This is an optimization exercise on Yosys and OpenROAD, whose aim is small area and a short achievable clock period, not a production implementation.
In this exercise RTL edits were held to simulation tests only and were not proved equivalent to the original.
Power and IR drop assume default switching activity.

## build 57
## wfd
module wfd (
    input  wire        clk,
    input  wire        rst,
    input  wire        start,
    input  wire        s_end,
    input  wire        s_valid,
    input  wire [15:0] s_data,
    input  wire [15:0] cfg_vhigh,
    input  wire [15:0] cfg_vlow,
    input  wire        cfg_reverse,
    input  wire        cfg_invert,
    input  wire        cfg_verbose,
    output wire        s_ready,
    output wire        done,
    output wire        err,
    output wire [1:0]  err_code,
    output wire [2:0]  phase,
    output wire        b_valid,
    output wire [7:0]  b_data,
    output wire        sym_valid,
    output wire        sym,
    output wire [15:0] pre_start,
    output wire [15:0] pre_size,
    output wire [15:0] pre_end,
    output wire [15:0] short_dur,
    output wire [15:0] long_dur,
    output wire [15:0] byte_count,
    output wire        diag_sat,
    output wire        start_seen,
    output wire [2:0]  bitcnt,
    output wire [15:0] run
);
    localparam [2:0] IDLE = 3'd0, PH1 = 3'd1, PH2 = 3'd2, PH3 = 3'd3,
                     DONE = 3'd4, ERR = 3'd5;
    localparam [1:0] E_NONE = 2'd0, E_CAL = 2'd1, E_INPUT = 2'd2, E_RANGE = 2'd3;
    reg [2:0]  ph_q;
    reg [1:0]  ec_q;
    reg [15:0] vhx_q, vlx_q;           
    reg        rev_q, inv_q;
    reg [15:0] pst_q, psz_q, pend_q;
    reg        cal_q;                  
    reg [12:0] q11_q;
    reg [3:0]  r11_q;
    reg [14:0] q3_q;
    reg [1:0]  r3_q;
    reg [15:0] run_q;
    reg        ss_q;
    reg [7:0]  acc_q;
    reg [2:0]  bc_q;
    reg [15:0] bcnt_q;
    reg        dsat_q;
  ...
clock: 12.0 ns
lec_check: 0
abc_area: 1
cap_margin: 20
core_margin: 2
core_utilization: 55
cts_buf_list: sky130_fd_sc_hd__clkbuf_4 sky130_fd_sc_hd__clkbuf_8
place_density: 0.75
slew_margin: 20
buffer_ports_args: -buffer_cell sky130_fd_sc_hd__buf_1
standard.sh (not shown) runs the stock make flow with config.mk's settings and CLKGATE_MAP_FILE= SYNTH_SCRIPT=/design/flow/synth_recipe.tcl, a recipe that flattens the netlist after the stock synthesis.
==> flow/flow/run.sh <==
#!/bin/bash
# Standard layout (the standard.sh) with these changes to how it is made:
# - plain buf_1 cells on the input and output ports, instead of the default
#   delay buffers;
# - no mapping of adders to full/half-adder cells before ABC (ADDER_MAP_FILE
#   empty), so ABC maps all of the logic;
# - timing repair that aims for more setup slack than the clock period needs
#   (flow/margin.txt, ns), so that the layout reaches a shorter period.
set -o pipefail
MARGIN=$(cat flow/margin.txt 2>/dev/null || echo 8)
EXTRA=$(cat flow/extra.txt 2>/dev/null || true)
echo 'export BUFFER_PORTS_ARGS = -buffer_cell sky130_fd_sc_hd__buf_1' >> config.mk
bash standard.sh ADDER_MAP_FILE= SETUP_SLACK_MARGIN=$MARGIN $EXTRA finish > standard.log 2>&1
==> flow/flow/margin.txt <==
7.9
#### Input delta (build 76 over build 57)
==> flow/flow/run.sh <==
#!/bin/bash
# Standard layout (the standard.sh), with plain buf_2 cells instead of the
# default delay buffers on the input and output ports.
set -o pipefail
echo 'export BUFFER_PORTS_ARGS = -buffer_cell sky130_fd_sc_hd__buf_2' >> config.mk
bash standard.sh > standard.log 2>&1
==> flow/config.mk <==
export PLATFORM = sky130hd
export DESIGN_NAME = wfd
export DESIGN_NICKNAME = wfd
export VERILOG_FILES = /design/flow/design.v
export SDC_FILE = /design/flow/constraint.sdc
export NUM_CORES = 4
export LEC_CHECK = 0
export CAP_MARGIN = 20
export CORE_MARGIN = 2
export CORE_UTILIZATION = 40
export SLEW_MARGIN = 20
export BUFFER_PORTS_ARGS = -buffer_cell sky130_fd_sc_hd__buf_2
removed: flow/flow/margin.txt
Results
- The flow did not stop early for build 76: all stages ran, and the layout cleared the timing, DRC and antenna checks.
- Going from build 57 to build 76, layout overhead on the synthesized area now smaller; final critical-path setup slack went down by 920 ps; post-route fraction of the period consumed by the critical path now sits higher; final-layout worst hold slack now larger; post-synthesis simple-gate area fraction lost 13 points.
- The number of non-clock inverters in build 76 sits 210 below the value recorded for build 57.
diff inputs: build 76 => build 50
==> flow/flow/run.sh <==
#!/bin/bash
# Standard layout (the standard.sh) with these changes to how it is made:
# - synthesis is the standard flow's script, except that its final ABC mapping runs
#   flow/abc.script (an area-recovering mapping) instead of ORFS's script,
#   and adders are left to ABC (ADDER_MAP_FILE empty);
# - plain buf_2 cells on the input and output ports, instead of the default
#   delay buffers;
# - timing repair that aims for more setup slack than the clock period needs
#   (flow/margin.txt, ns), so that the layout reaches a shorter period.
# Each tool's output goes to the ORFS logs; make's output to standard.log.
set -o pipefail
W=$PWD
MARGIN=$(cat flow/margin.txt 2>/dev/null || echo 8)
echo 'export BUFFER_PORTS_ARGS = -buffer_cell sky130_fd_sc_hd__buf_2' >> config.mk
{
  head -n 1 synth_recipe.tcl
  cat <<EOT
proc abc {args} {
  set i [lsearch -exact \$args -script]
  if {\$i >= 0} {
    set args [lreplace \$args \$i [expr {\$i + 1}] -script $W/flow/abc.script]
  }
  yosys abc {*}\$args
}
EOT
  tail -n +2 synth_recipe.tcl
} > flow_synth.tcl
bash standard.sh SYNTH_SCRIPT=$W/flow_synth.tcl ADDER_MAP_FILE= SETUP_SLACK_MARGIN=$MARGIN finish > standard.log 2>&1
==> flow/flow/abc.script (new file) <==
&get -n
&st
&dch
&nf -R 1000
&put
topo
stime -c
buffer -c
upsize -c
dnsize -c
==> flow/flow/margin.txt (new file) <==
7.8
-- flow/config.mk --
<<< build 76, line 7
export LEC_CHECK = 0
export CAP_MARGIN = 20
>>> build 50, line 7
export LEC_CHECK = 0
export ABC_AREA = 1
export CAP_MARGIN = 20
Notes after the runs:
Core utilization in build 50 is 11 points higher than in build 76
sky130_fd_sc_hd__nor3b_1 as the slowest library cell on the worst path was reported by build 76, and sky130_fd_sc_hd__a211oi_4 by build 50.
Build 50 against build 76: die area fell by 15%, minimum setup slack in the final design fell by 280 ps.
Measured against build 76, the cell count of build 50 comes out at 0.943 times the reference value.
Between build 50 and build 76, worst-path maximum fanout is higher for build 76, build 50 comes in under that.
The inputs of build 61 differ from those of build 50 as listed below.
==> flow/flow/run.sh <==
#!/bin/bash
# Standard layout (the standard.sh) with these changes to how it is made:
# - plain buf_1 cells on the input and output ports, instead of the default
#   delay buffers;
# - no mapping of adders to full/half-adder cells before ABC (ADDER_MAP_FILE
#   empty), so ABC maps all of the logic;
# - timing repair that aims for more setup slack than the clock period needs
#   (flow/margin.txt, ns), so that the layout reaches a shorter period.
set -o pipefail
MARGIN=$(cat flow/margin.txt 2>/dev/null || echo 8)
EXTRA=$(cat flow/extra.txt 2>/dev/null || true)
echo 'export BUFFER_PORTS_ARGS = -buffer_cell sky130_fd_sc_hd__buf_1' >> config.mk
bash standard.sh ADDER_MAP_FILE= SETUP_SLACK_MARGIN=$MARGIN $EXTRA finish > standard.log 2>&1
==> flow/flow/margin.txt <==
7.6
-- flow/config.mk --
<<< build 50, line 10
export CORE_MARGIN = 2
export CORE_UTILIZATION = 40
export SLEW_MARGIN = 20
export BUFFER_PORTS_ARGS = -buffer_cell sky130_fd_sc_hd__buf_2
>>> build 61, line 10
export CORE_MARGIN = 2
export CORE_UTILIZATION = 55
export CTS_BUF_LIST = sky130_fd_sc_hd__clkbuf_4 sky130_fd_sc_hd__clkbuf_8
export PLACE_DENSITY = 0.75
export SLEW_MARGIN = 20
export BUFFER_PORTS_ARGS = -buffer_cell sky130_fd_sc_hd__buf_1
removed: flow/flow/abc.script
- The cell with the largest stage delay on the worst path comes out sky130_fd_sc_hd__a211oi_4 in one run and sky130_fd_sc_hd__nor4_1 in the other, namely in build 50 and build 61 respectively.
- [compare] base=build 50 new=build 61: I/O pin count ~0 delta; non-clock inverter total of the final layout increased by about 1100% relative to the old numbers; non-clock buffer count in the final layout -119; total negative slack for setup checks level.
- Build 50: done, clean on timing, DRC and antenna
- Per the final summary, build 61 finished and its layout is clean on timing, DRC and antenna.
- From build 50 to build 61 the numbers moved as follows: setup slack saw an increase, total power now sits lower, cell count up 525, maximum clock frequency moved up.

[static timing again, ports no longer ideal]
The results above use ideal ports. As a check the final layouts listed here were re-extracted and re-timed, cells and wires unchanged.
Step 1 (the two cells are an assumption about what drives the block):
set clk [get_ports {clk}]
set_driving_cell -lib_cell sky130_fd_sc_hd__clkbuf_16 $clk
set_driving_cell -lib_cell sky130_fd_sc_hd__buf_2 [delete_from_list [all_inputs] $clk]
Step 2 adds t to the input delays and takes it off the output delays; t is the mean of the earliest and latest rising clock arrival at the registers after step 1. Input paths then give back, and output paths get back, about the clock's delay inside the block.
Three values: no drivers, after step 1, after step 2; two values: the first two.
run | shift t [ns] | slack for setup (ns) | worst hold slack (ns) | slew at the worst register clock pin (ns)
build 57 | 0.497 | 7.945 / 7.943 / 7.446 | 0.453 / 0.453 / 0.453 | 0.10 / 0.10
build 76 | 0.476 | 7.022 / 7.051 / 6.574 | 0.480 / 0.480 / 0.480 | 0.07 / 0.07
build 50 | 0.473 | 6.739 / 6.746 / 6.273 | 0.443 / 0.443 / 0.443 | 0.08 / 0.08
build 61 | 0.494 | 7.757 / 7.773 / 7.279 | 0.461 / 0.461 / 0.461 | 0.11 / 0.11
After both steps setup and hold are still met in every run listed. For build 57, which loses most, drivers alone change the setup slack by -0.002 ns; drivers and shift together by -0.499 ns.
